Context: an optimization exercise on an open-source flow, tuned for small area, a short achievable clock period and few clock cycles per item. The choices shown serve that exercise and are no tape-out recipe. Function was checked by simulation only, so behaviour that the tests miss may differ from the original.

==> design.v <==
module lbp_pixel_unit (
    input  wire         clk,
    input  wire         rst,
    input  wire         in_valid,
    output wire         in_ready,
    input  wire [7:0]   in_cen,       
    input  wire [511:0] in_samples,   
    input  wire [7:0]   in_p,         
    input  wire [63:0]  in_band,      
    input  wire         in_rule,      
    input  wire         in_order,     
    input  wire [1:0]   in_post,      
    output wire         out_valid,
    input  wire         out_ready,
    output wire [7:0]   out_code,
    output wire [3:0]   out_ecode
);
    reg  [1:0] ph;          
    reg        rv;          
    reg        ov;          
    wire       oslot = ~ov | out_ready;
    wire       slot  = ~rv | oslot;
    wire       last = (ph == 2'd2) | ((ph == 2'd0) & ~in_rule);
    assign in_ready = slot & last;
    wire       take = in_valid & in_ready;
    reg         m_s;
    reg  [10:0] m_e;
    reg  [53:0] m_sig;
    reg         m_up;
    reg         m_z;
    wire        a_s, a_up, a_z;
    wire [10:0] a_e;
    wire [53:0] a_sig;
    lbp_one_pm_b u_add (.b(in_band[62:0]), .sub(ph == 2'd0),
                        .s(a_s), .e(a_e), .sig(a_sig), .up(a_up), .z(a_z));
    wire        m_shift = (ph == 2'd1) & ~m_sig[53] & ~m_z;
    always @(posedge clk) begin
        if (rst) begin
            ph <= 2'd0;
            rv <= 1'b0;
            ov <= 1'b0;
        end else begin
            if (!in_valid)           ph <= 2'd0;
            else if (ph == 2'd0)     ph <= in_rule ? 2'd1 : 2'd0;
            else if (ph == 2'd1)     ph <= m_shift ? 2'd1 : 2'd2;
            else if (slot)           ph <= 2'd0;
            if (take)                rv <= 1'b1;
            else if (oslot)          rv <= 1'b0;
            if (rv & oslot)          ov <= 1'b1;
            else if (out_ready)      ov <= 1'b0;
        end
    end
    always @(posedge clk) begin
        if (m_shift) begin
            m_sig <= {m_sig[52:0], 1'b0};
            m_e   <= m_e - 11'd1;
        end else begin
            m_s   <= a_s;
            m_e   <= a_e;
            m_sig <= a_sig;
            m_up  <= a_up;
            m_z   <= a_z;
        end
    end
    wire b_illegal = (in_band[63] & (in_band[62:0] != 63'd0)) | (in_band[62:52] == 11'h7ff);
    wire [2:0] ecode_n = (in_post == 2'd3)            ? 3'd4 :
                         (in_p == 8'd0)               ? 3'd1 :
                         (in_rule & b_illegal)        ? 3'd1 :
                         (in_p > 8'd8)                ? 3'd2 : 3'd0;
    reg [2:0] ck_n;
    integer j;
    always @* begin
        ck_n = 3'd0;
        for (j = 1; j < 8; j = j + 1)
            if (in_cen[j]) ck_n = j[2:0];
    end
    wire [7:0]  cn_n  = in_cen << (3'd7 - ck_n);
    wire        cz_n  = (in_cen == 8'd0);
    wire [62:0] cenf  = cz_n ? 63'd0 : {11'd1023 + {8'd0, ck_n}, cn_n[6:0], 45'd0};
    reg  [6:0]  cn_r;
    reg  [2:0]  ck_r;
    reg         cz_r;
    always @(posedge clk) begin
        cn_r <= cn_n[6:0];
        ck_r <= ck_n;
        cz_r <= cz_n;
    end
    wire [62:0] bound;      
    lbp_cen_mul u_mul (.cn(cn_r), .ck(ck_r), .z(cz_r | m_z),
                       .e(m_e), .t(m_sig[53:1]), .up(m_up), .y(bound));
    wire        bz   = cz_r | m_z;
    wire        lneg = m_s & ~bz;           
    wire [62:0] xv   = (ph == 2'd0) ? cenf : bound;
    wire        xz   = (ph == 2'd0) ? cz_n : bz;
    wire [1:0]  mode = (ph == 2'd2) ? 2'd2 : ((ph == 2'd1) & lneg) ? 2'd1 : 2'd0;
    wire        cin  = (mode == 2'd0);
    wire [7:0] bits;
    genvar g;
    generate
        for (g = 0; g < 8; g = g + 1) begin : smp
            wire [63:0] s    = in_samples[64*g +: 64];
            wire        n    = s[63];
            wire        mz   = (s[51:0] == 52'd0);
            wire        nan  = (s[62:52] == 11'h7ff) & ~mz;
            wire        zero = (s[62:52] == 11'd0) & mz;
            wire [63:0] sum  = {1'b0, s[62:0]} + {1'b0, ~xv} + {63'd0, cin};
            wire        c    = sum[63];
            assign bits[g] = ~nan & ((mode == 2'd0) ? ((~n & c) | (n & zero & xz)) :
                                     (mode == 2'd1) ? (~n | ~c) :
                                                      (n | ~c));
        end
    endgenerate
    reg  [7:0] lo_r;
    always @(posedge clk)
        if (ph == 2'd1) lo_r <= bits;
    wire [7:0] bits_f = (ph == 2'd2) ? (bits & lo_r) : bits;
    reg  [7:0] r_bits;
    reg  [2:0] r_ecode;
    reg  [3:0] r_p;
    reg        r_order;
    reg  [1:0] r_post;
    wire [7:0] pmask = 8'hff >> (4'd8 - in_p[3:0]);
    always @(posedge clk) begin
        if (take) begin
            r_bits  <= bits_f & pmask;
            r_ecode <= ecode_n;
            r_p     <= in_p[3:0];
            r_order <= in_order;
            r_post  <= in_post;
        end
    end
    wire [7:0] rev = {r_bits[0], r_bits[1], r_bits[2], r_bits[3],
                      r_bits[4], r_bits[5], r_bits[6], r_bits[7]};
    wire [7:0] v   = r_order ? r_bits : (rev >> (4'd8 - r_p));
    wire [7:0] ri_code;
    wire [7:0] u_code;
    lbp_rimin8 u_rimin (.v(v), .p(r_p), .y(ri_code));
    lbp_ucls8  u_ucls  (.v(v), .p(r_p), .y(u_code));
    wire [7:0] code_n = (r_ecode != 3'd0) ? 8'd0 :
                        (r_post == 2'd1)  ? ri_code :
                        (r_post == 2'd2)  ? u_code : v;
    reg  [7:0] o_code;
    reg  [2:0] o_ecode;
    always @(posedge clk)
        if (rv & oslot) begin
            o_code  <= code_n;
            o_ecode <= r_ecode;
        end
    assign out_valid = ov;
    assign out_ecode = {1'b0, o_ecode};
    assign out_code  = o_code;
endmodule
module lbp_rimin8 (
    input  wire [7:0] v,
    input  wire [3:0] p,
    output wire [7:0] y
);
    wire [7:0] r [0:7];
    genvar k;
    generate
        for (k = 0; k < 8; k = k + 1) begin : rot
            if (k == 0) begin : r0
                assign r[k] = v;
            end else begin : rk
                assign r[k] = (k < p) ? ((v << k) | (v >> (8 - k))) : v;
            end
        end
    endgenerate
    wire [7:0] a0 = (r[1] < r[0]) ? r[1] : r[0];
    wire [7:0] a1 = (r[3] < r[2]) ? r[3] : r[2];
    wire [7:0] a2 = (r[5] < r[4]) ? r[5] : r[4];
    wire [7:0] a3 = (r[7] < r[6]) ? r[7] : r[6];
    wire [7:0] b0 = (a1 < a0) ? a1 : a0;
    wire [7:0] b1 = (a3 < a2) ? a3 : a2;
    assign y = (b1 < b0) ? b1 : b0;
endmodule
module lbp_ucls8 (
    input  wire [7:0] v,
    input  wire [3:0] p,
    output wire [7:0] y
);
    wire [6:0] t = v[6:0] ^ v[7:1];
    wire [2:0] n = t[0] + t[1] + t[2] + t[3] + t[4] + t[5] + t[6];
    assign y = (n <= 3'd2) ? v : {4'd0, p} + 8'd1;
endmodule
module lbp_one_pm_b (
    input  wire [62:0] b,
    input  wire        sub,
    output wire        s,
    output reg  [10:0] e,
    output reg  [53:0] sig,
    output reg         up,
    output wire        z
);
    wire [10:0] eb  = b[62:52];
    wire [51:0] f   = b[51:0];
    wire        big = (eb >= 11'd1023);             
    wire [10:0] ds  = 11'd1023 - eb;
    wire [5:0]  dsh = (ds > 11'd56) ? 6'd63 : ds[5:0];
    reg  [55:0] v;
    reg         st;
    integer k;
    always @* begin
        v  = {eb != 11'd0, f, 3'b000};
        st = 1'b0;
        for (k = 0; k < 6; k = k + 1)
            if (dsh[k]) begin
                st = st | ((v & ((56'd1 << (1 << k)) - 56'd1)) != 56'd0);
                v  = v >> (1 << k);
            end
        v[0] = v[0] | st;
    end
    wire [10:0] db  = eb - 11'd1023;
    wire [55:0] oh  = (db >= 11'd55) ? 56'd1 : (56'h80_0000_0000_0000 >> db[5:0]);
    wire [55:0] x   = big ? {1'b1, f, 3'b000} : {1'b1, 55'd0};
    wire [55:0] y   = big ? oh : v;
    wire [56:0] r   = {1'b0, x} + ({1'b0, y} ^ {57{sub}}) + {56'd0, sub};
    wire [10:0] ex  = big ? eb : 11'd1023;
    assign z = (r == 57'd0);
    assign s = sub & big & ~z;
    reg [55:0] n;
    always @* begin
        if (r[56]) begin
            n = {r[56:2], r[1] | r[0]};
            e = ex + 11'd1;
        end else if (r[55]) begin
            n = r[55:0];
            e = ex;
        end else if (r[54]) begin
            n = {r[54:0], 1'b0};
            e = ex - 11'd1;
        end else begin
            n = r[55:0];
            e = ex;
        end
        if (r[56] | r[55] | r[54]) begin
            sig = {n[55:3], 1'b0};
            up  = n[2] & (n[1] | n[0] | n[3]);
        end else begin
            sig = r[55:2];
            up  = 1'b0;
        end
    end
endmodule
module lbp_cen_mul (
    input  wire [6:0]  cn,
    input  wire [2:0]  ck,
    input  wire        z,
    input  wire [10:0] e,
    input  wire [52:0] t,
    input  wire        up,
    output reg  [62:0] y
);
    wire [60:0] prod;
    lbp_mul8x53 u_p (.c(cn), .t(t), .up(up), .y(prod));
    reg  [51:0] mant;
    reg         g;
    reg         st;
    reg  [11:0] ey;
    reg         rup;
    always @* begin
        if (prod[60]) begin
            mant = prod[59:8];
            g    = prod[7];
            st   = |prod[6:0];
            ey   = {1'b0, e} + {9'd0, ck} + 12'd1;
        end else begin
            mant = prod[58:7];
            g    = prod[6];
            st   = |prod[5:0];
            ey   = {1'b0, e} + {9'd0, ck};
        end
        rup = g & (st | mant[0]);
        if (z)
            y = 63'd0;
        else if (ey >= 12'd2047)
            y = {11'h7ff, 52'd0};
        else
            y = {ey[10:0], mant} + {62'd0, rup};
    end
endmodule
module lbp_mul8x53 (
    input  wire [6:0]  c,
    input  wire [52:0] t,
    input  wire        up,
    output wire [60:0] y
);
    function [54:0] brow;
        input        hi, mid, lo;
        input [52:0] tv;
        reg          one, two;
        reg   [54:0] ts;
        reg   [53:0] pp;
        integer      i;
        begin
            one = mid ^ lo;
            two = hi ? (~mid & ~lo) : (mid & lo);
            ts  = {1'b0, tv, 1'b0};
            for (i = 0; i < 54; i = i + 1)
                pp[i] = ((one & ts[i+1]) | (two & ts[i])) ^ hi;
            brow = {hi, pp};
        end
    endfunction
    localparam [60:0] K = 61'h1fff_ffff_ffff_ffff - (61'd1 << 54) - (61'd1 << 56) - (61'd1 << 58) + 61'd1;
    wire [54:0] r0 = brow(c[1], c[0], 1'b0, t);
    wire [54:0] r1 = brow(c[3], c[2], c[1], t);
    wire [54:0] r2 = brow(c[5], c[4], c[3], t);
    wire [54:0] r3 = brow(1'b0, c[6], c[5], t);
    wire [60:0] a0 = {6'd0, ~r0[54], r0[53:0]};
    wire [60:0] a1 = {4'd0, ~r1[54], r1[53:0], 1'b0, r0[54]};
    wire [60:0] a2 = {2'd0, ~r2[54], r2[53:0], 1'b0, r1[54], 2'd0};
    wire [60:0] a3 = {1'd0, r3[53:0], 1'b0, r2[54], 4'd0};
    wire [60:0] a4 = {1'b0, t, 7'd0};
    wire [60:0] a5 = K | (up ? {53'd0, 1'b1, c} : 61'd0);
    wire [60:0] s1 = a0 ^ a1 ^ a2;
    wire [60:0] c1 = ((a0 & a1) | (a0 & a2) | (a1 & a2)) << 1;
    wire [60:0] s2 = a3 ^ a4 ^ a5;
    wire [60:0] c2 = ((a3 & a4) | (a3 & a5) | (a4 & a5)) << 1;
    wire [60:0] s3 = s1 ^ c1 ^ s2;
    wire [60:0] c3 = ((s1 & c1) | (s1 & s2) | (c1 & s2)) << 1;
    wire [60:0] s4 = s3 ^ c3 ^ c2;
    wire [60:0] c4 = ((s3 & c3) | (s3 & c2) | (c3 & c2)) << 1;
    assign y = s4 + c4;
endmodule
==> run.sh <==
#!/bin/bash
# synth_recipe.tcl (not shown) runs the flow's synth.tcl, then flattens the netlist and writes it again
# the make line also repeats each setting of config.mk as NAME=value (left out here)
make -C /OpenROAD-flow-scripts/flow DESIGN_CONFIG=/design/flow/config.mk WORK_HOME=/design/flow/orfs CLKGATE_MAP_FILE= SYNTH_SCRIPT=/design/flow/synth_recipe.tcl finish
==> config.mk <==
export PLATFORM = sky130hd
export DESIGN_NAME = lbp_pixel_unit
export DESIGN_NICKNAME = lbp_pixel_unit
export VERILOG_FILES = /design/flow/design.v
export SDC_FILE = /design/flow/constraint.sdc
export NUM_CORES = 4
export LEC_CHECK = 0
export CAP_MARGIN = 20
export CORE_MARGIN = 2
export CORE_UTILIZATION = 40
export SLEW_MARGIN = 20
==> constraint.sdc <==
create_clock -name core_clock -period 20.0 [get_ports {clk}]
set_input_delay 4.0000 -clock core_clock [delete_from_list [all_inputs] [get_ports {clk}]]
set_output_delay 4.0000 -clock core_clock [all_outputs]
set_load 0.01 [all_outputs]
==> results of run 1 <==
final cells by class:
cell class | count | area share (%)
Multi-Input combinational cell | 5646 | 75.2
Antenna cell | 58 | 0.256
Tap cell | 1612 | 3.56
Clock buffer | 17 | 0.751
Clock inverter | 15 | 0.281
Sequential cell | 120 | 4.97
Timing Repair Buffer | 711 | 12.1
Inverter | 433 | 2.87
path summary, 6_finish.rpt:
path / from / to / slack (ns)
worst max-delay path: cn_r[1] / r_bits[7] / 4.69
worst min register to register: m_sig[0] / m_sig[1] / 0.45
worst max register to register: cn_r[1] / r_bits[7] / 4.69
worst min-delay path: m_sig[0] / m_sig[1] / 0.45
metal layers:
| layer | vias up | global-route usage [%] | part of all wire, % |
|---|---|---|---|
| met3 | 649 | 5.88 | 8.1 |
| met4 | 10 | 23.8 | 7.2 |
| met1 | 26200 | 46.5 | 40 |
| met2 | 2926 | 59.6 | 44 |
| li1 | 25100 | - | - |
| met5 | - | 0 | 0.033 |
cells by family after synthesis:
family                     after synthesis  synth area share, %
AOI/OAI and AO/OA                     1940                 26.1
xor gates and xnor gates               390                 7.05
adders and majority gates              927                 26.5
buffers and inverters                  843                 6.76
DFF                                    120                 5.78
muxes                                  203                 4.54
other                                    1              0.00774
and+or+nand+nor                       2185                 23.2
cells in the final DEF (no fill, tap or decap), drive strengths merged, types with 109 or more instances in the layout:
master / netlist / final
a22oi: 121 / 121
mux2i: 169 / 169
fa: 167 / 167
o21ai: 375 / 375
nand3: 134 / 134
inv: 430 / 439
nand2: 589 / 589
a21oi: 513 / 513
xnor2: 315 / 315
a21o: 233 / 233
ha: 760 / 760
o22ai: 109 / 109
clkdlybuf4s50: 0 / 610
nand4: 209 / 209
nor3: 118 / 118
nor2: 388 / 388
nor4: 192 / 192
worst register-to-register path, delay by kind of cell (launching register included):
kind            cells  cell delay, ns
xor+xnor            1            0.21
flops               1            0.71
mux                 1            0.28
compound gates     21            6.83
simple gates        8            1.54
buf+inv             9            3.01
fa+ha+maj           6            2.60
sequential cells by signal, summed over array words and instances, names as in the netlist, 2 cells and up:
name and cells:
r_bits 8, lo_r 8, r_post 2, o_code 8, r_ecode 3, m_sig 54
r_p 4, m_e 11, cn_r 7, ph 2, ck_r 3, o_ecode 3
==> summary.txt, run 1 <==
- The DRC violations left is 0.
- The synthesis-stage register bit count is 120.
- The signed area change from the synthesized netlist to the final layout is 16.8%.
- Max-cap violations in this run came to 0.
- The global-route congestion overflow total is 0.
- The delay of the slowest cell on the worst path is just under 0.9 ns.
- Summed over its instances, the top area cell type makes up between 10% and 20% of the synthesized netlist area.
- The share of the core filled with cells is between 40% and 50%.
- The routed layout has between 50000 and 60000 vias.
- The fraction of final layout cells with drive strength greater than 1 is just over 4%.
- After the flow finishes, the layout carries non-filler instances totaling between 8000 and 9000.
- The length in cells of the worst reg-to-reg path is 46.
- The cell total after placement is 8522.
- After floorplanning, the core was sized to cover between 0.1 and 0.15 mm2.
- The arrival time at the worst endpoint is 15.67 ns.
- The number of placed I/O pins is between 600 and 700.
- The sequential cell area is about 0.0028 mm2.
- Of the synthesized area, sequential elements account for 5.78%.
- In this run the clock root is driven by a sky130_fd_sc_hd__clkbuf_16.
- The count of final hold-check violations is 0.
- The number of buffers inserted during clock tree synthesis is 17.
- After layout, the worst setup slack is 4.69 ns.
- The average wire per standard cell is 28.0 um.
- The number of buffer and inverter stages on the critical path is 9.
- The worst relative slew slack is approximately 15%.
- The required arrival time at the worst endpoint is about 20 ns.
- The area of placed instances is ~0.056 mm2.
- The first global-routing pass estimated between 300000 and 400000 um of wire.
- For this run, the total global-route usage over all layers was measured as around 37%.
- For this run, asynchronously set or reset flops after synthesis account for 0%.
- Along the worst path, the maximum fanout reaches 74.
- Gates resized during post-CTS repair numbered 0.
- Fill cells in the final layout number between 10000 and 15000.
- The flow ran to the end and the layout has no timing, DRC or antenna violations.
- The tightest hold path in the finished design has a slack of between 0.4 and 0.5 ns.
- The count of cell types in the netlist is between 100 and 150.
- The number of antenna violations at the first check in global routing is ~70.
- The number of flops mapped to enable cells by yosys is 40.
- After synthesis the cells add up to roughly 0.048 mm2.
- Setup repair after global routing left no endpoint under its margin.
- The combined area of the multi-input logic cells is 0.0426 mm2.
- The number of setup buffers added after CTS is 0.
- The final non-filler cell area is around 0.057 mm2.
- The die covers approximately 0.12 mm2.
- Using the TritonRoute via totals, the vias-per-cell ratio works out to 6.37.
- For this run, the leading register cell type out of synthesis is sky130_fd_sc_hd__dfxtp_1.
- By area the synthesized netlist is led by sky130_fd_sc_hd__ha_1 (20%), sky130_fd_sc_hd__fa_1 (6.9%), sky130_fd_sc_hd__xnor2_1 (5.7%), sky130_fd_sc_hd__a21oi_1 (5.3%), sky130_fd_sc_hd__nand2_1 (4.6%).
- The synthesis warning total is 5.
- The post-synthesis cell type with the largest combined area is sky130_fd_sc_hd__ha_1.
- After clock tree synthesis, the clock-pin slew on the worst setup and hold paths is roughly 0.080 ns.
- Detailed placement ended at an HPWL of approximately 200000 um.
- Synthesis produced a netlist with a net count of approximately 8100.
- The standard cell with the maximum stage delay on the critical path is sky130_fd_sc_hd__a32oi_1.
- The clock passes through at most 2 buffers.
- In this run the remaining antenna-violating nets after routing total 0.
- In this run the horizontal extent of the chip is around 350 um.
- The worst-margin pin slew is 1.26 ns.
- Entering global routing, the biggest net connects 86 pins.
- The timing-limited maximum frequency is approximately 0.065 GHz.
- Yosys instantiated no cell more often than sky130_fd_sc_hd__ha_1.
- Of the available clock period, the critical path in the final layout requires between 70% and 80%.
- The first-pass iteration count of the detailed router is 6.
- The later pin in the worst-skew pair is clocked with a latency of just over 0.5 ns.
- The logic depth of the worst setup path including buffers is 46.
- The final layout contains routed wiring with a total length of between 200000 and 250000 um.
- In this run the tool buffered the top-level ports with 612 buffer cells.
- By instance count, the cell type seen most on the critical path is sky130_fd_sc_hd__buf_4.
- Adding up every negative setup slack in the final design gives 0 ns.
- Counting every instance in the synthesized netlist gives 6609.
- The level count of the clock H-tree is 4.
- Prior to clock tree synthesis, the placed netlist has a worst setup slack of ~5.0 ns.
- The congestion estimate from routability-driven global placement came to 1.05.
- Clock skew on the completed layout was measured at between 0.02 and 0.025 ns.
- The number of endpoints failing setup at the final stage is 0.
- The via count of the first global-routing pass is a little over 50000.
- The DRC marker count from the first detailed-route iteration is between 5000 and 6000.
- The number of buffers added to fix hold violations after cts is 0.
- STA classifies the critical path startpoint as a flop.
- The min-delay analysis places its worst path in the category flop to flop.
- The mean area per synthesized cell is 7.33 um2.
- The number of placement rows is roughly 130.
- Measured along the y axis, the die boundary spans between 300 and 400 um.
- The worst hold path passes through 2 cells.
- The setup path with the least slack is of type flop to flop.
- The category of cells accounting for the largest share of critical-path delay is compound AO/OA/AOI/OAI gates.
- The clock period minus worst slack is 15.31 ns.
- The clock sink count is 120.
- The count of pins over their slew limit was 0.
- The kind of capture point of the worst setup path is a flop.
- The number of nets in the layout is around 8500.
- Once the floorplan was initialized, standard cells occupied 40.3% of the core.
- The TritonCTS clock tree is yes.
- After synthesis, the most frequently instantiated cells are sky130_fd_sc_hd__ha_1 (760), sky130_fd_sc_hd__nand2_1 (589), sky130_fd_sc_hd__a21oi_1 (510).
Testbench counts, summed over its fixed seeds: cycles 25,534, items 16,000.
==> run 2, diff against run 1 <==
--- a/design.v
+++ b/design.v
@@ -79,3 +79,21 @@
     wire [62:0] cenf  = cz_n ? 63'd0 : {11'd1023 + {8'd0, ck_n}, cn_n[6:0], 45'd0};
+    wire [7:0]  cb = {cn_n[6:0], 1'b0};
+    wire [3:0]  bo_n, bt_n;
+    wire [2:0]  bn_n;
+    genvar q;
+    generate
+        for (q = 0; q < 4; q = q + 1) begin : benc
+            wire hi  = (q == 3) ? 1'b0 : cb[2*q+2];
+            wire mid = cb[2*q+1];
+            wire lo  = cb[2*q];
+            assign bo_n[q] = mid ^ lo;
+            assign bt_n[q] = hi ? (~mid & ~lo) : (mid & lo);
+            if (q < 3) begin : neg
+                assign bn_n[q] = hi;
+            end
+        end
+    endgenerate
     reg  [6:0]  cn_r;
+    reg  [3:0]  bo_r, bt_r;
+    reg  [2:0]  bn_r;
     reg  [2:0]  ck_r;
@@ -84,2 +102,5 @@
         cn_r <= cn_n[6:0];
+        bo_r <= bo_n;
+        bt_r <= bt_n;
+        bn_r <= bn_n;
         ck_r <= ck_n;
@@ -88,3 +109,3 @@
     wire [62:0] bound;      
-    lbp_cen_mul u_mul (.cn(cn_r), .ck(ck_r), .z(cz_r | m_z),
+    lbp_cen_mul u_mul (.cn(cn_r), .bo(bo_r), .bt(bt_r), .bn(bn_r), .ck(ck_r), .z(cz_r | m_z),
                        .e(m_e), .t(m_sig[53:1]), .up(m_up), .y(bound));
@@ -218,3 +239,3 @@
     wire [10:0] ex  = big ? eb : 11'd1023;
-    assign z = (r == 57'd0);
+    assign z = sub & (b == 63'h3ff0_0000_0000_0000);      
     assign s = sub & big & ~z;
@@ -246,2 +267,5 @@
     input  wire [6:0]  cn,
+    input  wire [3:0]  bo,
+    input  wire [3:0]  bt,
+    input  wire [2:0]  bn,
     input  wire [2:0]  ck,
@@ -251,31 +275,13 @@
     input  wire        up,
-    output reg  [62:0] y
+    output wire [62:0] y
 );
-    wire [60:0] prod;
-    lbp_mul8x53 u_p (.c(cn), .t(t), .up(up), .y(prod));
-    reg  [51:0] mant;
-    reg         g;
-    reg         st;
-    reg  [11:0] ey;
-    reg         rup;
-    always @* begin
-        if (prod[60]) begin
-            mant = prod[59:8];
-            g    = prod[7];
-            st   = |prod[6:0];
-            ey   = {1'b0, e} + {9'd0, ck} + 12'd1;
-        end else begin
-            mant = prod[58:7];
-            g    = prod[6];
-            st   = |prod[5:0];
-            ey   = {1'b0, e} + {9'd0, ck};
-        end
-        rup = g & (st | mant[0]);
-        if (z)
-            y = 63'd0;
-        else if (ey >= 12'd2047)
-            y = {11'h7ff, 52'd0};
-        else
-            y = {ey[10:0], mant} + {62'd0, rup};
-    end
+    wire [60:0] p;
+    lbp_mul8x53 u_p (.c(cn), .bo(bo), .bt(bt), .bn(bn), .t(t), .up(up), .y(p));
+    wire [11:0] e0   = {1'b0, e} + {9'd0, ck};
+    wire [11:0] e1   = e0 + 12'd1;
+    wire        rup0 = p[6] & ((|p[5:0]) | p[7]);
+    wire        rup1 = p[7] & ((|p[6:0]) | p[8]);
+    wire [62:0] y0   = (e0 >= 12'd2047) ? {11'h7ff, 52'd0} : ({e0[10:0], p[58:7]} + {62'd0, rup0});
+    wire [62:0] y1   = (e1 >= 12'd2047) ? {11'h7ff, 52'd0} : ({e1[10:0], p[59:8]} + {62'd0, rup1});
+    assign y = z ? 63'd0 : (p[60] ? y1 : y0);
 endmodule
@@ -283,2 +289,5 @@
     input  wire [6:0]  c,
+    input  wire [3:0]  bo,
+    input  wire [3:0]  bt,
+    input  wire [2:0]  bn,
     input  wire [52:0] t,
@@ -288,5 +297,4 @@
     function [54:0] brow;
-        input        hi, mid, lo;
+        input        one, two, neg;
         input [52:0] tv;
-        reg          one, two;
         reg   [54:0] ts;
@@ -295,8 +303,6 @@
         begin
-            one = mid ^ lo;
-            two = hi ? (~mid & ~lo) : (mid & lo);
             ts  = {1'b0, tv, 1'b0};
             for (i = 0; i < 54; i = i + 1)
-                pp[i] = ((one & ts[i+1]) | (two & ts[i])) ^ hi;
-            brow = {hi, pp};
+                pp[i] = ((one & ts[i+1]) | (two & ts[i])) ^ neg;
+            brow = {neg, pp};
         end
@@ -304,6 +310,6 @@
     localparam [60:0] K = 61'h1fff_ffff_ffff_ffff - (61'd1 << 54) - (61'd1 << 56) - (61'd1 << 58) + 61'd1;
-    wire [54:0] r0 = brow(c[1], c[0], 1'b0, t);
-    wire [54:0] r1 = brow(c[3], c[2], c[1], t);
-    wire [54:0] r2 = brow(c[5], c[4], c[3], t);
-    wire [54:0] r3 = brow(1'b0, c[6], c[5], t);
+    wire [54:0] r0 = brow(bo[0], bt[0], bn[0], t);
+    wire [54:0] r1 = brow(bo[1], bt[1], bn[1], t);
+    wire [54:0] r2 = brow(bo[2], bt[2], bn[2], t);
+    wire [54:0] r3 = brow(bo[3], bt[3], 1'b0, t);
     wire [60:0] a0 = {6'd0, ~r0[54], r0[53:0]};
==> run 2 against run 1 <==
Still clean. First-iteration DRC count fell by 4.9%. Register-to-register slack improved by 2.4 ns. Sequential cell count increased by 7.
==> summary.txt, run 2 <==
- The number of nets produced by synthesis is 8088 (-0.59%).
- The DRC violations left came to 0 (unchanged).
- The weighted congestion reported at the end of routability-driven placement is 1.06 (about the same).
- Setup repair after global routing left no endpoint under its margin.
- The met1 capacity usage during global routing is 45.9% (-0.66 points).
- The met2 usage came to 62.7% (+3.2 points).
- The biggest fanout along the worst timing path is 43 (-42%).
- The post-cts repair resize count is 0 (unchanged).
- The count of vias placed by the detailed router is 55300 (+0.75%).
- The flip-flop count of the largest register after layout is 54 (unchanged).
- The vias per cell came to 6.41 (+0.59%).
- The run finished with no timing, DRC or antenna violations.
- The arrival time at the worst endpoint is 13.52 ns (-2.15 ns).
- The count of pins over their slew limit is 0 (unchanged).
- The worst hold path belongs to the class flop to flop.
- The length in cells of the worst reg-to-reg path is 34 (-26%).
- The global-route congestion overflow total is 0 (unchanged).
- The via count of the first global-routing pass is 53100 (+2.7%).
- The detailed-route wire length came to 249000 um (+3.6%).
- The cell sitting at the root of the clock tree is a sky130_fd_sc_hd__clkbuf_16.
- The number of buffers inserted during clock tree synthesis was 17 (unchanged).
- The first-pass iteration count of the detailed router was 7 (+1).
- The max-cap check violation count is 0 (unchanged).
- The total negative setup slack was 0 ns (unchanged).
- The number of nets in the layout is 8473 (+0.20%).
- Leaving out fill and tap cells, the most frequent cell in the layout is sky130_fd_sc_hd__ha_1.
- The fraction of final layout cells with drive strength greater than 1 is 4.09% (-0.057 points).
- The slowest stage of the critical path belongs to the cell sky130_fd_sc_hd__nor3_1.
- The synthesis warning total is 4 (-1).
- The number of instances in the synthesized netlist is 6567 (-0.64%).
- The most used routing layer is met2.
- The depth of the worst hold-timing path is 2 (unchanged).
- The level count of the clock H-tree is 4 (unchanged).
- The count of cell types in the netlist came to 110 (-3.5%).
- The number of placement rows was 128 (+0.79%).
- The port buffer count is 612 (unchanged).
- The width of the chip is 354 um (+0.51%).
- The synthesized area came to 0.0490 mm2 (+1.0%).
- The post-CTS setup-driven buffer insertion count came to 0 (unchanged).
- The delay of the slowest cell on the worst path was 0.76 ns (-0.13 ns).
- The number of nets still failing antenna checks after routing is 0 (unchanged).
- The clock sink count is 127 (+5.8%).
- The top register by number of flip-flops is m_sig.
- The worst-skew pair later-pin latency is 0.49 ns (-0.02 ns).
- The signed area change from the synthesized netlist to the final layout is 17.1%.
- The worst relative slew slack is 20.7% (+5.3 points).
- The global router's overall resource usage is 38.3% (+1.1 points).
- TritonCTS built the clock tree.
- By count the netlist is led by sky130_fd_sc_hd__ha_1 (754), sky130_fd_sc_hd__nand2_1 (550), sky130_fd_sc_hd__inv_1 (467).
- The number of antenna violations at the first check in global routing is 40 (-42%).
- The startpoint class of the critical path is a primary input.
- The count of filler cells inserted in the layout came to 12200 (-0.29%).
- The mean area per synthesized cell was 7.46 um2 (+1.7%).
- The fraction of post-synthesis cell area in the top cell type by area came to 19.3% (-0.35 points).
- The smallest hold slack is 0.434 ns (-0.0125 ns).
- The largest net degree at the start of global routing is 74 (-14%).
- The DRC marker count from the first detailed-route iteration is 5488 (-4.9%).
- The overall die area was 0.125 mm2 (+1.0%).
- The largest registers in the layout are m_sig x54, m_e x11.
- The critical setup path kind is primary input to flop.
- The dominant register cell in the synthesized netlist is sky130_fd_sc_hd__dfxtp_1.
- The die boundary height came to 354 um (+0.51%).
- The average wire per standard cell is 28.9 um (+3.4%).
- The count of final hold-check violations is 0 (unchanged).
- The post-synthesis cell type with the largest combined area is sky130_fd_sc_hd__ha_1.
- The clock-pin slew on the worst setup and hold paths is 0.07 ns (about the same).
- The ratio of final minimum period to clock period came to 65.6% (-11 points).
- Ranked by total cell area, the synthesized netlist is headed by sky130_fd_sc_hd__ha_1 (19%), sky130_fd_sc_hd__xnor2_1 (6.9%), sky130_fd_sc_hd__fa_1 (6.8%), sky130_fd_sc_hd__mux2i_1 (4.5%), sky130_fd_sc_hd__a21oi_1 (4.5%).
- The number of buffers added to fix hold violations after cts came to 0 (unchanged).
- STA classifies the critical path endpoint as a flop.
- The timing-limited maximum frequency was 0.0762 GHz (+17%).
- The sequential cell area is 0.00296 mm2 (+5.1%).
- The combined area of the multi-input logic cells came to 0.0429 mm2 (+0.68%).
- The worst-margin pin slew is 1.19 ns (-0.0736 ns).
- The synthesis-stage register bit count is 127 (+5.8%).
- The placed wire-length estimate came to 203000 um (+3.1%).
- The area of the core is 0.122 mm2 (+1.2%).
- The number of placed I/O pins is 614 (unchanged).
- The sequential share of the synthesized area is 6.01% (+0.23 points).
- The top cell types in the final layout, fill and taps aside, are sky130_fd_sc_hd__ha_1 (754), sky130_fd_sc_hd__clkdlybuf4s50_1 (610), sky130_fd_sc_hd__nand2_1 (550).
- The met3 demand-to-capacity share in global routing came to 6.37% (+0.49 points).
- The share of the core filled with cells is 47.2% (about the same).
- The effective utilization at floorplan is 40.3% (-0.063 points).
- The number of flops mapped to enable cells by yosys was 40 (unchanged).
- The wire length of the first global-routing pass came to 361000 um (+2.7%).
- The clock period minus worst slack was 13.12 ns (-2.19 ns).
- The largest buffer count on any clock path is 2 (unchanged).
- The fraction of registers with async set/reset came to 0% (unchanged).
- The most common cell in the synthesized netlist is sky130_fd_sc_hd__ha_1.
- The required arrival time at the worst endpoint came to 20.40 ns (+0.05 ns).
- The number of endpoints failing setup at the final stage is 0 (unchanged).
- The worst-case clock skew came to 0.0161 ns (-0.00737 ns).
==> run 2: routing by layer <==
layer | wire length, um | part of all wire (%)
met5 | 68 | 0.027
met4 | 19400 | 7.8
met3 | 19600 | 7.8
met2 | 113000 | 45
met1 | 97800 | 39
==> run 2: cell type report <==
cell class              count  area share [%]
diodes                     36           0.157
clock buffers              17           0.742
clock inverters            15           0.257
inverters                 475            3.11
multi-input cells        5595            74.8
flip-flops and latches    127            5.15
well taps                1625            3.54
repair buffers            736            12.3
==> run 2: worst paths after layout <==
kind | slack, ns | to | from
hold reg to reg | 0.43 | m_sig[1] | m_sig[0]
setup / recovery | 6.88 | m_e[6] | in_band[53]
hold / removal | 0.43 | m_sig[1] | m_sig[0]
setup reg to reg | 7.08 | r_bits[1] | bn_r[1]
==> run 2: logic make-up after synthesis <==
logic type	after synthesis	share of synthesized area, %
adder cells (fa/ha/maj)	921	26.1
multiplexers	244	5.35
flip-flops	127	6.01
AO/OA/AOI/OAI	1907	26.0
AND/OR/NAND/NOR	2059	21.4
buffers and inverters	845	6.75
other	1	0.00766
XOR/XNOR	463	8.30
==> run 2: critical path: cells and delay by family <==
family	cells	cell delay (ns)
AND/OR/NAND/NOR	11	4.51
AO/OA/AOI/OAI	11	2.53
adder cells (fa/ha/maj)	3	0.96
buffers and inverters	4	1.19
XOR/XNOR	2	0.30
==> run 2: per-stage QoR <==
stage / worst slack [ns] / cells / area, um2
detailed placement: 6.71 / 8557 / 56700
floorplan: 8.77 / 6567 / 49000
CTS: 7.20 / 8589 / 57200
global route: 6.38 / 8621 / 57400
finish: 6.88 / 8626 / 57400
global placement: 6.85 / 8556 / 56700
Testbench counts of run 2, summed over its fixed seeds: cycles 25,534, items 16,000.
==> run 3, diff against run 2 <==
==> flow/run.sh (new file) <==
#!/bin/bash
# The standard layout (the standard.sh, unchanged synthesis and steps),
# with the port buffers made of sky130_fd_sc_hd__buf_2 instead of the
# default delay buffer: every input and output port still gets its buffer.
set -o pipefail
cd "$(dirname "$0")/.."
export BUFFER_PORTS_ARGS="-buffer_cell sky130_fd_sc_hd__buf_2"
bash standard.sh > standard.log 2>&1
==> standard.sh (new file) <==
#!/bin/bash
# synth_recipe.tcl (not shown) runs the flow's synth.tcl, then flattens the netlist and writes it again
# the make line also repeats each setting of config.mk as NAME=value (left out here)
make -C /OpenROAD-flow-scripts/flow DESIGN_CONFIG=/design/flow/config.mk WORK_HOME=/design/flow/orfs CLKGATE_MAP_FILE= SYNTH_SCRIPT=/design/flow/synth_recipe.tcl "${@:-finish}"
removed: run.sh
==> run 3 against run 2 <==
Still clean. Sequential share of layout area increased by 0.29 points. Utilization shrank 2.5 points. Critical path type is now flop to flop. Highest routed layer unchanged.
==> summary.txt, run 3 <==
- The clock sink count was 127 (unchanged).
- The flip-flop count of the largest register after layout is 54 (unchanged).
- The commonest cells after synthesis are sky130_fd_sc_hd__ha_1 (754), sky130_fd_sc_hd__nand2_1 (550), sky130_fd_sc_hd__inv_1 (467).
- The fraction of post-synthesis cell area in the top cell type by area is 19.3% (unchanged).
- The largest net degree at the start of global routing was 74 (unchanged).
- The most used flip-flop cell after synthesis is sky130_fd_sc_hd__dfxtp_1.
- The fraction of registers with async set/reset came to 0% (unchanged).
- The number of buffers added to fix hold violations after cts is 0 (unchanged).
- The mean area per synthesized cell is 7.46 um2 (unchanged).
- The synthesized area is 0.0490 mm2 (unchanged).
- The slowest stage of the critical path is the sky130_fd_sc_hd__a211oi_1 cell.
- The total negative setup slack was 0 ns (unchanged).
- The clock-pin slew on the worst setup and hold paths was 0.06 ns (about the same).
- In the layout the commonest cells are sky130_fd_sc_hd__ha_1 (754), sky130_fd_sc_hd__buf_2 (613), sky130_fd_sc_hd__nand2_1 (550).
- The via count of the first global-routing pass came to 53200 (+0.20%).
- The area of the core is 0.122 mm2 (unchanged).
- The number of flops mapped to enable cells by yosys is 40 (unchanged).
- The sequential cell area is 0.00296 mm2 (unchanged).
- The count of pins over their slew limit came to 0 (unchanged).
- The startpoint identified for the worst hold timing path is r_ecode[1].
- The die boundary height is 354 um (unchanged).
- The global router's overall resource usage is 37.5% (-0.74 points).
- The critical setup path kind is flop to flop.
- The post-CTS setup-driven buffer insertion count came to 0 (unchanged).
- The worst-skew pair later-pin latency is 0.52 ns (+0.03 ns).
- The startpoint of the worst register-to-register path is bn_r[0].
- The width of the chip is 354 um (unchanged).
- The level count of the clock H-tree is 4 (unchanged).
- The overall die area is 0.125 mm2 (unchanged).
- The most common cell after layout, fill and taps aside is sky130_fd_sc_hd__ha_1.
- The count of vias placed by the detailed router came to 55600 (+0.50%).
- The detailed-route wire length is 245000 um (-2.0%).
- The number of non-filler instances in the completed layout is 8638 (+0.14%).
- The worst-case clock skew is 0.0344 ns (+0.0183 ns).
- The worst relative slew slack is 18.8% (-1.9 points).
- The effective utilization at floorplan was 40.3% (unchanged).
- The DRC marker count from the first detailed-route iteration was 5741 (+4.6%).
- The path with the worst hold slack has its endpoint at o_ecode[1].
- The cell total after placement came to 8563 (+0.070%).
- The arrival time at the worst endpoint is 13.14 ns (-0.38 ns).
- The required arrival time at the worst endpoint was 20.24 ns (-0.16 ns).
- The number of nets produced by synthesis is 8088 (unchanged).
- The number of buffers inserted during clock tree synthesis is 17 (unchanged).
- The biggest fanout along the worst timing path is 44 (+2.3%).
- The number of antenna violations at the first check in global routing was 48 (+20%).
- The delay of the slowest cell on the worst path is 0.96 ns (+0.20 ns).
- The timing-limited maximum frequency is 0.0775 GHz (+1.7%).
- The DRC violations left came to 0 (unchanged).
- The flop-to-flop setup slack came to 7.10 ns (+0.02 ns).
- The synthesis-stage register bit count is 127 (unchanged).
- The number of nets still failing antenna checks after routing is 0 (unchanged).
- The largest buffer count on any clock path is 2 (unchanged).
- The depth of the worst hold-timing path is 0 (-2).
- The max-cap check violation count is 0 (unchanged).
- The ratio of final minimum period to clock period was 64.5% (-1.1 points).
- The most repeated cell in the gate-level netlist after synthesis is sky130_fd_sc_hd__ha_1.
- The clock tree root driver cell is sky130_fd_sc_hd__clkbuf_16.
- The most prevalent standard cell on the critical path is sky130_fd_sc_hd__a21o_1.
- The synthesis warning total is 4 (unchanged).
- The post-synthesis cell type with the largest combined area is sky130_fd_sc_hd__ha_1.
- The average wire per standard cell is 28.3 um (-2.1%).
- The TritonCTS clock tree is yes.
- The largest registers in the layout are m_sig x54, m_e x11.
- The port buffer count is 612 (unchanged).
- Ranked by total cell area, the synthesized netlist is headed by sky130_fd_sc_hd__ha_1 (19%), sky130_fd_sc_hd__xnor2_1 (6.9%), sky130_fd_sc_hd__fa_1 (6.8%), sky130_fd_sc_hd__mux2i_1 (4.5%), sky130_fd_sc_hd__a21oi_1 (4.5%).
- The post-cts repair resize count is 0 (unchanged).
- The count of final hold-check violations was 0 (unchanged).
- The number of nets in the layout is 8480 (+0.083%).
- The startpoint class of the critical path is a flop.
- The fraction of final layout cells with drive strength greater than 1 is 12.9% (+8.8 points).
- The length in cells of the worst reg-to-reg path was 37 (+8.8%).
- The run finished with no timing, DRC or antenna violations.
- The number of instances in the synthesized netlist is 6567 (unchanged).
- STA classifies the critical path endpoint as a flop.
- The wire length of the first global-routing pass is 356000 um (-1.5%).
- The placed wire-length estimate is 199000 um (-2.1%).
- In this run the critical register-to-register path is captured at r_bits[7].
- The combined area of the multi-input logic cells is 0.0429 mm2 (about the same).
- The global-route congestion overflow total is 0 (unchanged).
- The number of placed I/O pins is 614 (unchanged).
- Relative to the synthesized area, the layout overhead comes to 11.0%.
- The weighted congestion reported at the end of routability-driven placement is 1.06 (+0.30%).
- The first-pass iteration count of the detailed router was 8 (+1).
- The count of filler cells inserted in the layout is 12700 (+3.8%).
- The clock period minus worst slack is 12.90 ns (-0.221 ns).
- m_sig holds more flip-flops than any other register.
- The count of cell types in the netlist is 110 (unchanged).
- The vias per cell is 6.43 (+0.36%).
- The class of the most critical hold timing path is flop to flop.
- The sequential share of the synthesized area is 6.01% (unchanged).
- Setup repair after global routing left no endpoint under its margin.
- The number of placement rows is 128 (unchanged).
- The worst-margin pin slew is 1.21 ns (+0.0237 ns).
- The number of endpoints failing setup at the final stage is 0 (unchanged).
-- run 3: critical path, delay by kind of cell, from the launching register on --
family | cells | cell delay, ns
fa+ha+maj | 5 | 2.65
buf+inv | 4 | 0.97
compound gates | 18 | 5.29
flops | 1 | 0.47
xor+xnor | 2 | 0.43
simple gates | 8 | 2.74
-- run 3: logic make-up (layout without fill, tap and decap cells) --
logic type / after synthesis / in the layout / share of synthesized area [%]
AOI/OAI and AO/OA: 1907 / 1907 / 26.0
and+or+nand+nor: 2059 / 2059 / 21.4
muxes: 244 / 244 / 5.35
DFF: 127 / 127 / 6.01
adders and majority gates: 921 / 921 / 26.1
buffers and inverters: 845 / 1250 / 6.75
xor gates and xnor gates: 463 / 463 / 8.30
other: 1 / 42 / 0.00766
-- run 3: final cells by class --
type	instances	share of cell area [%]
Antenna cell	41	0.189
Clock buffer	19	0.836
Clock inverter	13	0.184
Inverter	475	3.28
Multi-Input combinational cell	5595	78.9
Sequential cell	127	5.44
Tap cell	1625	3.74
Timing Repair Buffer	743	7.44
-- run 3: how the worst max path moves through the flow --
stage | from | end | cells past startpoint
4_1_cts | in_band[52] | m_e[6] | 31
2_1_floorplan | in_band[52] | m_e[6] | 32
3_3_place_gp | in_band[52] | m_e[6] | 31
6_report | bn_r[0] | r_bits[7] | 37
3_5_place_dp | in_band[52] | m_e[6] | 31
5_1_grt | cn_r[5] | r_bits[3] | 36
-- run 3: layer usage --
layer	GRT usage, %	routed length, um	part of all wire, %
met4	27.4	20300	8.3
met2	60.6	109000	45
met1	45.3	95000	39
met3	5.92	19700	8.0
met5	0	40	0.016
-- run 3: through the flow --
step	util (%)	hold WS (ns)	setup slack (ns)	cell area (um2)
global placement	44.1	0.420	7.22	53700
detailed placement	44.1	0.439	7.06	53700
floorplan	-	0.409	8.77	49000
finish	44.7	0.452	7.10	54300
global route	44.7	0.468	6.72	54300
CTS	44.6	0.455	7.57	54200
==> run 4, diff against run 3 <==
==> flow/run.sh (replaced) <==
#!/bin/bash
# The standard layout (the standard.sh, unchanged synthesis and steps),
# with the port buffers made of sky130_fd_sc_hd__buf_2 instead of the
# default delay buffer (every input and output port still gets its buffer),
# and timing repair asked to leave 11 ns of setup slack at the design's
# clock period, so that it works on the paths that set the achieved period.
set -o pipefail
cd "$(dirname "$0")/.."
export BUFFER_PORTS_ARGS="-buffer_cell sky130_fd_sc_hd__buf_2"
bash standard.sh SETUP_SLACK_MARGIN=11 finish > standard.log 2>&1
--- a/config.mk
+++ b/config.mk
@@ -7,2 +7,3 @@
 export LEC_CHECK = 0
+export ABC_AREA = 1
 export CAP_MARGIN = 20
==> run 4 against run 3 <==
Synthesized cell count increased by 22%. Register-to-register slack improved by 4.0 ns. Maximum frequency rose by 45%.
==> summary.txt, run 4 <==
- The run finished with no timing, DRC or antenna violations.
- The number of instances in the synthesized netlist is 7997 (+22%).
- The required arrival time at the worst endpoint is 20.42 ns (+0.18 ns).
- The number of nets in the layout is 10300 (+22%).
- In the layout the commonest cells are sky130_fd_sc_hd__nand2_1 (1748), sky130_fd_sc_hd__inv_1 (1160), sky130_fd_sc_hd__ha_1 (668).
- The number of placed I/O pins came to 614 (unchanged).
- The number of placement rows was 128 (unchanged).
- The biggest fanout along the worst timing path was 12 (-73%).
- The count of final hold-check violations is 0 (unchanged).
- The width of the chip is 353 um (-0.18%).
- The min-delay analysis places its worst path in the category flop to flop.
- The fraction of post-synthesis cell area in the top cell type by area came to 19.3% (+0.071 points).
- The flop-to-flop setup slack is 11.10 ns (+4.00 ns).
- The worst-case clock skew is 0.0249 ns (-0.00950 ns).
- The global router's overall resource usage is 41.7% (+4.1 points).
- The wire length of the first global-routing pass was 388000 um (+9.0%).
- The number of buffers added to fix hold violations after cts came to 0 (unchanged).
- The arrival time at the worst endpoint came to 9.33 ns (-3.81 ns).
- The clock tree root driver cell is sky130_fd_sc_hd__clkbuf_16.
- The weighted congestion reported at the end of routability-driven placement is 1.07 (+1.2%).
- The placed wire-length estimate is 219000 um (+10%).
- The level count of the clock H-tree is 4 (unchanged).
- The flip-flop count of the largest register after layout is 54 (unchanged).
- The first-pass iteration count of the detailed router is 7 (-1).
- By area the synthesized netlist is led by sky130_fd_sc_hd__ha_1 (19%), sky130_fd_sc_hd__nand2_1 (15%), sky130_fd_sc_hd__inv_1 (9.4%), sky130_fd_sc_hd__fa_1 (6.9%), sky130_fd_sc_hd__xor2_1 (5.7%).
- The mean area per synthesized cell is 6.10 um2 (-18%).
- Setup repair after global routing could not meet its margin everywhere.
- The total negative setup slack is 0 ns (unchanged).
- The detailed-route wire length is 279000 um (+14%).
- The DRC violations left is 0 (unchanged).
- The fraction of registers with async set/reset came to 0% (unchanged).
- The synthesis warning total came to 4 (unchanged).
- The synthesis-stage register bit count is 127 (unchanged).
- The length in cells of the worst reg-to-reg path is 55 (+49%).
- The clock sink count was 127 (unchanged).
- The global-route congestion overflow total is 0 (unchanged).
- The overall die area is 0.125 mm2 (-0.36%).
- The delay of the slowest cell on the worst path is 0.38 ns (-0.58 ns).
- More flip-flops sit in one register than any other, and that register is m_sig.
- The timing-limited maximum frequency is 0.112 GHz (+45%).
- The worst setup path is captured at a flop.
- The ratio of final minimum period to clock period came to 44.5% (-20 points).
- The number of flops mapped to enable cells by yosys is 40 (unchanged).
- The capture instance of the worst register-to-register path is r_bits[2].
- The count of cell types in the netlist came to 70 (-36%).
- The die boundary height was 353 um (-0.18%).
- The largest registers in the layout are m_sig x54, m_e x11.
- The clock period minus worst slack came to 8.91 ns (-4.00 ns).
- The port buffer count is 612 (unchanged).
- The fraction of final layout cells with drive strength greater than 1 was 23.5% (+11 points).
- The DRC marker count from the first detailed-route iteration is 6957 (+21%).
- The synthesized area came to 0.0488 mm2 (-0.37%).
- The worst-skew pair later-pin latency is 0.50 ns (-0.02 ns).
- The worst relative slew slack was 24.1% (+5.3 points).
- The critical path is of the primary input to flop type.
- The startpoint class of the critical path is a primary input.
- The vias per cell is 5.98 (-7.0%).
- The number of antenna violations at the first check in global routing is 40 (-17%).
- Ranked by instance count, the synthesized netlist is headed by sky130_fd_sc_hd__nand2_1 (1905), sky130_fd_sc_hd__inv_1 (1220), sky130_fd_sc_hd__ha_1 (754).
- The number of buffers inserted during clock tree synthesis is 17 (unchanged).
- The via count of the first global-routing pass is 57800 (+8.6%).
- The area of the core is 0.121 mm2 (-0.13%).
- Following the worst setup path forward leads to its endpoint at m_sig[35].
- The worst register-to-register path begins at bt_r[0].
- The dominant register cell in the synthesized netlist is sky130_fd_sc_hd__dfxtp_1.
- TritonCTS built the clock tree.
- The most prevalent standard cell on the critical path is sky130_fd_sc_hd__nand2_1.
- The worst-margin pin slew is 1.13 ns (-0.0825 ns).
- The largest total area in the synthesized netlist belongs to sky130_fd_sc_hd__ha_1.
- The most common cell after layout, fill and taps aside is sky130_fd_sc_hd__nand2_1.
- The count of vias placed by the detailed router is 62700 (+13%).
- The largest buffer count on any clock path is 2 (unchanged).
- The sequential share of the synthesized area is 6.03% (+0.022 points).
- The area of placed instances is 0.0535 mm2 (-0.20%).
- The largest net degree at the start of global routing was 68 (-8.1%).
- The max-cap check violation count is 0 (unchanged).
- The number of nets produced by synthesis came to 9518 (+18%).
- The most repeated cell in the gate-level netlist after synthesis is sky130_fd_sc_hd__nand2_1.
- The average wire per standard cell was 26.6 um (-5.9%).
- The final non-filler cell area is 0.0635 mm2 (+17%).
- Compared with the post-synthesis result, the final layout area differs by 30.2%.
- The standard cell with the maximum stage delay on the critical path is sky130_fd_sc_hd__a2111oi_1.
- The number of endpoints failing setup at the final stage is 0 (unchanged).
- The effective utilization at floorplan came to 40.2% (-0.095 points).
- The beginning of the critical path is in_band[53].
- The count of pins over their slew limit came to 0 (unchanged).
- The number of nets still failing antenna checks after routing was 0 (unchanged).
- The clock-pin slew on the worst setup and hold paths is 0.07 ns (about the same).
## run 4: how the worst min path moves through the flow
stage	from	end	slack [ns]	cells past startpoint
2_1_floorplan	m_sig[0]	m_sig[1]	0.40	2
3_3_place_gp	m_sig[0]	m_sig[1]	0.43	2
3_5_place_dp	m_sig[0]	m_sig[1]	0.43	2
4_1_cts	r_ecode[2]	o_ecode[2]	0.44	0
5_1_grt	r_ecode[2]	o_ecode[2]	0.46	0
6_report	r_ecode[2]	o_ecode[2]	0.44	0
## run 4: final cells by class
cell class	instances	area [um2]
fillers	12500	57900
clock buffers	17	425
multi-input cells	6403	45600
flip-flops and latches	127	2990
repair buffers	995	7180
diodes	24	60.1
repair inverters	9	113
inverters	1258	4890
clock inverters	15	168
well taps	1625	2030
## run 4: per-stage QoR
stage	setup slack (ns)	util [%]	std cells	hold slack (ns)
2_1_floorplan	11.39	-	7997	0.403
3_3_place_gp	8.14	44.1	10100	0.427
3_5_place_dp	8.29	44.1	10100	0.426
4_1_cts	11.00	47.7	10300	0.442
5_1_grt	10.80	52.3	10500	0.465
6_report	11.09	52.3	10500	0.441
## run 4: routing by layer
layer	up-vias	GRT usage [%]	wire, um
met3	881	9.99	29100
li1	28600	-	-
met4	22	19.4	17100
met2	3461	65.7	122000
met5	-	0	131
met1	29700	53.4	111000
## run 4: what timing repair did
| action | 4_1_cts | 5_1_grt |
|---|---|---|
| endpoints found under the setup margin | 82 | 90 |
| cloned | 25 | 14 |
| setup buffers | 108 | 182 |
| pin swaps | 85 | 242 |
| gates resized for setup | 578 | 971 |
| endpoints found under the hold margin | 0 | 0 |
## run 4: worst max-delay path: cells and delay by family
kind / cells / cell delay, ns
fa+ha+maj: 3 / 0.58
simple gates: 14 / 1.83
compound gates: 9 / 1.59
buf+inv: 8 / 1.19
xor+xnor: 1 / 0.10
## run 4: logic make-up (layout without fill, tap and decap cells)
logic type	Yosys count	in the layout	synth area share [%]
simple gates	3504	3516	30.8
xor+xnor	369	369	6.64
compound gates	1585	1585	18.4
mux	11	11	0.228
fa+ha+maj	921	921	26.2
flops	127	127	6.03
buf+inv	1479	2294	11.7
other cells	1	25	0.00769
==> run 5, diff against run 4 <==
--- a/design.v
+++ b/design.v
@@ -218,5 +218,9 @@
     wire        big = (eb >= 11'd1023);             
+    wire        bz  = (b == 63'd0);                 
+    assign z = sub & (b == 63'h3ff0_0000_0000_0000);      
+    assign s = sub & big & ~z;
     wire [10:0] ds  = 11'd1023 - eb;
     wire [5:0]  dsh = (ds > 11'd56) ? 6'd63 : ds[5:0];
-    reg  [55:0] v;
+    wire        ds1 = (eb == 11'd1022) & (f != 52'd0);    
+    reg  [55:0] y;
     reg         st;
@@ -224,3 +228,3 @@
     always @* begin
-        v  = {eb != 11'd0, f, 3'b000};
+        y  = {eb != 11'd0, f, 3'b000};
         st = 1'b0;
@@ -228,36 +232,78 @@
             if (dsh[k]) begin
-                st = st | ((v & ((56'd1 << (1 << k)) - 56'd1)) != 56'd0);
-                v  = v >> (1 << k);
+                st = st | ((y & ((56'd1 << (1 << k)) - 56'd1)) != 56'd0);
+                y  = y >> (1 << k);
             end
-        v[0] = v[0] | st;
+        y[0] = y[0] | st;
     end
+    function [56:0] pre_or;
+        input [56:0] v;
+        integer d, i;
+        begin
+            for (d = 1; d < 57; d = d * 2)
+                for (i = 0; i < 57; i = i + 1)
+                    if (i & d)
+                        v[i] = v[i] | v[(i & ~(d - 1)) - 1];
+            pre_or = v;
+        end
+    endfunction
+    function [56:0] pre_and;
+        input [56:0] v;
+        integer d, i;
+        begin
+            for (d = 1; d < 57; d = d * 2)
+                for (i = 0; i < 57; i = i + 1)
+                    if (i & d)
+                        v[i] = v[i] & v[(i & ~(d - 1)) - 1];
+            pre_and = v;
+        end
+    endfunction
+    wire [56:0] yo  = pre_or({1'b0, y});
+    wire [55:0] ylo = {yo[54:0], 1'b0};        
+    wire [55:0] yn = y ^ ylo;                       
     wire [10:0] db  = eb - 11'd1023;
     wire [55:0] oh  = (db >= 11'd55) ? 56'd1 : (56'h80_0000_0000_0000 >> db[5:0]);
-    wire [55:0] x   = big ? {1'b1, f, 3'b000} : {1'b1, 55'd0};
-    wire [55:0] y   = big ? oh : v;
-    wire [56:0] r   = {1'b0, x} + ({1'b0, y} ^ {57{sub}}) + {56'd0, sub};
-    wire [10:0] ex  = big ? eb : 11'd1023;
-    assign z = sub & (b == 63'h3ff0_0000_0000_0000);      
-    assign s = sub & big & ~z;
-    reg [55:0] n;
+    wire [55:0] x   = {1'b1, f, 3'b000};
+    wire [56:0] hmo = pre_or({1'b0, oh});
+    wire [55:0] hm  = hmo[55:0];               
+    wire [56:0] cya = pre_and({1'b1, ~hm | (x ^ {56{sub}})});
+    wire [56:0] cy  = {cya[55:0], 1'b1};       
+    wire [55:0] rb  = x ^ (oh | (hm & ~oh & cy[55:0]));
+    wire        co  = ~sub & cy[56];                
     always @* begin
-        if (r[56]) begin
-            n = {r[56:2], r[1] | r[0]};
-            e = ex + 11'd1;
-        end else if (r[55]) begin
-            n = r[55:0];
-            e = ex;
-        end else if (r[54]) begin
-            n = {r[54:0], 1'b0};
-            e = ex - 11'd1;
-        end else begin
-            n = r[55:0];
-            e = ex;
-        end
-        if (r[56] | r[55] | r[54]) begin
-            sig = {n[55:3], 1'b0};
-            up  = n[2] & (n[1] | n[0] | n[3]);
+        if (!big) begin
+            if (!sub) begin
+                sig = {1'b1, y[54:3], 1'b0};
+                up  = y[2] & (y[1] | y[0] | y[3]);
+                e   = 11'd1023;
+            end else if (bz) begin
+                sig = {1'b1, 53'd0};
+                up  = 1'b0;
+                e   = 11'd1023;
+            end else if (ds1) begin
+                sig = {1'b0, yn[54:2]};
+                up  = 1'b0;
+                e   = 11'd1023;
+            end else begin
+                sig = {yn[54:2], 1'b0};
+                up  = yn[1] & (yn[0] | yn[2]);
+                e   = 11'd1022;
+            end
         end else begin
-            sig = r[55:2];
-            up  = 1'b0;
+            if (co) begin
+                sig = {1'b1, rb[55:4], 1'b0};
+                up  = rb[3] & (rb[2] | rb[1] | rb[0] | rb[4]);
+                e   = eb + 11'd1;
+            end else if (rb[55]) begin
+                sig = {rb[55:3], 1'b0};
+                up  = rb[2] & (rb[1] | rb[0] | rb[3]);
+                e   = eb;
+            end else if (rb[54]) begin
+                sig = {rb[54:2], 1'b0};
+                up  = rb[1] & (rb[0] | rb[2]);
+                e   = eb - 11'd1;
+            end else begin
+                sig = rb[55:2];
+                up  = 1'b0;
+                e   = eb;
+            end
         end
==> flow/run.sh (replaced) <==
#!/bin/bash
# The standard layout (the standard.sh, unchanged synthesis and steps),
# with the port buffers made of sky130_fd_sc_hd__buf_2 instead of the
# default delay buffer: every input and output port still gets its buffer.
set -o pipefail
cd "$(dirname "$0")/.."
export BUFFER_PORTS_ARGS="-buffer_cell sky130_fd_sc_hd__buf_2"
bash standard.sh > standard.log 2>&1
--- a/config.mk
+++ b/config.mk
@@ -7,3 +7,2 @@
 export LEC_CHECK = 0
-export ABC_AREA = 1
 export CAP_MARGIN = 20
==> run 5 against run 4 <==
Hold slack gained 0.090 ns. Final area decreased by 12%. Clock skew down 0.0030 ns. Synthesized cell count decreased by 14%. Synthesized area is 3.9% higher. Critical path type is now flop to flop. Critical endpoint is now r_bits[6].
==> summary.txt, run 5 <==
- The fraction of post-synthesis cell area in the top cell type by area is 17.4% (-1.9 points).
- After synthesis, the cell types taking the most area are sky130_fd_sc_hd__ha_1 (17%), sky130_fd_sc_hd__fa_1 (6.6%), sky130_fd_sc_hd__xnor2_1 (6.5%), sky130_fd_sc_hd__a21oi_1 (4.5%), sky130_fd_sc_hd__nand2_1 (3.9%).
- The number of nets in the layout is 8653 (-16%).
- The length in cells of the worst reg-to-reg path is 36 (-35%).
- The number of endpoints failing setup at the final stage came to 0 (unchanged).
- The largest net degree at the start of global routing came to 71 (+4.4%).
- The area of the core is 0.126 mm2 (+3.6%).
- The clock period minus worst slack is 12.77 ns (+3.87 ns).
- The largest total area in the synthesized netlist belongs to sky130_fd_sc_hd__ha_1.
- The area growth from synthesis to layout is 9.61%.
- The ratio of final minimum period to clock period is 63.9% (+19 points).
- The sequential share of the synthesized area is 5.80% (-0.23 points).
- The library cells used most frequently in the layout, excluding fill and tap cells, are sky130_fd_sc_hd__ha_1 (705), sky130_fd_sc_hd__buf_2 (611), sky130_fd_sc_hd__nand2_1 (521).
- The most common cell in the synthesized netlist is sky130_fd_sc_hd__ha_1.
- The level count of the clock H-tree came to 4 (unchanged).
- The worst setup path is captured at a flop.
- The detailed-route wire length was 261000 um (-6.4%).
- The path class of the tightest hold or removal check is flop to flop.
- The count of cell types in the netlist is 126 (+80%).
- The clock-pin slew on the worst setup and hold paths is 0.07 ns (about the same).
- The synthesis-stage register bit count is 127 (unchanged).
- The flow ran to the end and the layout has no timing, DRC or antenna violations.
- The effective utilization at floorplan is 40.3% (+0.13 points).
- The timing-limited maximum frequency is 0.0783 GHz (-30%).
- Setup repair after global routing left no endpoint under its margin.
- The synthesis warning total is 4 (unchanged).
- The number of placement rows is 130 (+1.6%).
- The area of placed instances is 0.0548 mm2 (+2.4%).
- The delay of the slowest cell on the worst path is 1.02 ns (+0.64 ns).
- The number of nets still failing antenna checks after routing came to 0 (unchanged).
- The number of placed I/O pins is 614 (unchanged).
- The global router's overall resource usage is 38.4% (-3.3 points).
- The DRC marker count from the first detailed-route iteration is 8012 (+15%).
- The startpoint of the worst register-to-register path is bn_r[0].
- The critical setup path kind is flop to flop.
- The capture instance of the worst register-to-register path is r_bits[6].
- The post-CTS setup-driven buffer insertion count is 0 (-100%).
- The depth of the worst hold-timing path is 0 (unchanged).
- The total negative setup slack came to 0 ns (unchanged).
- The most common cell after layout, fill and taps aside is sky130_fd_sc_hd__ha_1.
- TritonCTS built the clock tree.
- The fraction of final layout cells with drive strength greater than 1 came to 13.2% (-10 points).
- The biggest fanout along the worst timing path is 53 (+41).
- The width of the chip is 360 um (+1.9%).
- The die boundary height is 360 um (+1.9%).
- The count of final hold-check violations came to 0 (unchanged).
- Clock tree synthesis selected as its root buffer the cell sky130_fd_sc_hd__clkbuf_16.
- The flop-to-flop setup slack is 7.23 ns (-3.87 ns).
- The synthesized area was 0.0507 mm2 (+3.9%).
- The number of nets produced by synthesis is 8375 (-12%).
- The DRC violations left is 0 (unchanged).
- The arrival time at the worst endpoint is 13.03 ns (+3.70 ns).
- The startpoint class of the critical path is a flop.
- The worst relative slew slack is 13.4% (-11 points).
- The max-cap check violation count came to 0 (unchanged).
- The overall die area is 0.130 mm2 (+3.9%).
- The clock sink count is 127 (unchanged).
- The worst-margin pin slew was 1.29 ns (+0.160 ns).
- The placed wire-length estimate is 211000 um (-4.0%).
- The mean area per synthesized cell is 7.34 um2 (+20%).
- The final non-filler cell area is 0.0556 mm2 (-12%).
- The number of antenna violations at the first check in global routing is 51 (+28%).
- The largest buffer count on any clock path is 2 (unchanged).
run 5: cell count changes after synthesis, sizes merged, moves of 96 or more:
cell,before,now
a21o,9,177
mux2i,10,168
a22oi,8,220
clkbuf,158,327
xor2,320,101
o21ai,596,365
xnor2,49,379
o22ai,232,121
nand3,352,165
inv,1235,449
nand2,1926,523
nor2,681,488
nor2b,0,96
run 5: metrics by stage:
stage / worst slack [ns] / util, % / cells
detailed placement: 7.21 / 43.6 / 8812
finish: 7.23 / 44.2 / 8879
floorplan: 9.55 / - / 6903
global placement: 7.29 / 43.6 / 8810
global route: 6.86 / 44.2 / 8866
CTS: 7.64 / 44.1 / 8844
run 5: cells by family after synthesis:
kind of cell,count (synthesis),share of synthesized area [%]
fa+ha+maj,876,24.1
xor+xnor,481,8.34
other cells,1,0.00740
buf+inv,922,7.30
flops,127,5.80
compound gates,2070,27.8
mux,206,4.23
simple gates,2220,22.5
run 5: critical path: cells and delay by family (launching register included):
family | cells | cell delay [ns]
AO/OA/AOI/OAI | 16 | 5.42
AND/OR/NAND/NOR | 10 | 2.91
XOR/XNOR | 2 | 0.48
buffers and inverters | 3 | 0.80
flip-flops | 1 | 0.31
adder cells (fa/ha/maj) | 5 | 2.52
run 5: per-layer routing:
metal / wire (um) / track usage [%]
met1: 106000 / 50.1
met2: 109000 / 57.4
met3: 28400 / 9.50
met4: 17500 / 21.7
met5: 271 / 0
run 5: layout make-up:
type | instances | area (um2) | area share [%]
Antenna cell | 35 | 87.6 | 0.158
Clock buffer | 17 | 425 | 0.765
Clock inverter | 15 | 223 | 0.401
Inverter | 454 | 1700 | 3.07
Multi-Input combinational cell | 5854 | 44200 | 79.5
Sequential cell | 127 | 2960 | 5.32
Tap cell | 1650 | 2060 | 3.71
Timing Repair Buffer | 727 | 3930 | 7.07
run 5: worst max-delay path by stage:
| stage | from | end | slack, ns | cells after the start |
|---|---|---|---|---|
| detailed placement | in_band[53] | m_sig[32] | 7.21 | 27 |
| finish | bn_r[0] | r_bits[6] | 7.23 | 36 |
| global route | in_band[53] | m_sig[32] | 6.86 | 27 |
| floorplan | in_band[60] | m_sig[31] | 9.55 | 28 |
| global placement | in_band[53] | m_sig[32] | 7.29 | 27 |
| CTS | in_band[53] | m_sig[32] | 7.64 | 27 |
Testbench counts of run 5, summed over its fixed seeds: cycles 25,534, items 16,000.

[re-timing with driven ports]
The flow's constraints put no driver on any port. The routed layouts listed below were extracted and timed again, unchanged, in two steps.
Step 1: set_driving_cell puts a clkbuf_16 on clk and a buf_2 on each other input, an assumption about the parent block.
Step 2, shift: input delay + t, output delay - t, t = (earliest + latest rising clock arrival at the registers) / 2. This alone moves slack from input paths to output paths.
Three values: ideal, step 1, step 2; two values: the first two.
| run | t (ns) | setup WS [ns] | pins driven straight from the clock port |
|---|---|---|---|
| run 1 | 0.567 | 4.686 / 4.686 / 4.686 | 1 |
| run 2 | 0.554 | 6.875 / 6.926 / 6.371 | 1 |
| run 3 | 0.575 | 7.097 / 7.097 / 6.873 | 1 |
| run 4 | 0.546 | 11.093 / 11.082 / 10.536 | 1 |
| run 5 | 0.523 | 7.227 / 7.227 / 6.841 | 1 |
After both steps every run listed still meets setup and hold. The setup slack of run 4, which loses most, moves by -0.011 ns with the drivers and by -0.557 ns with both steps.
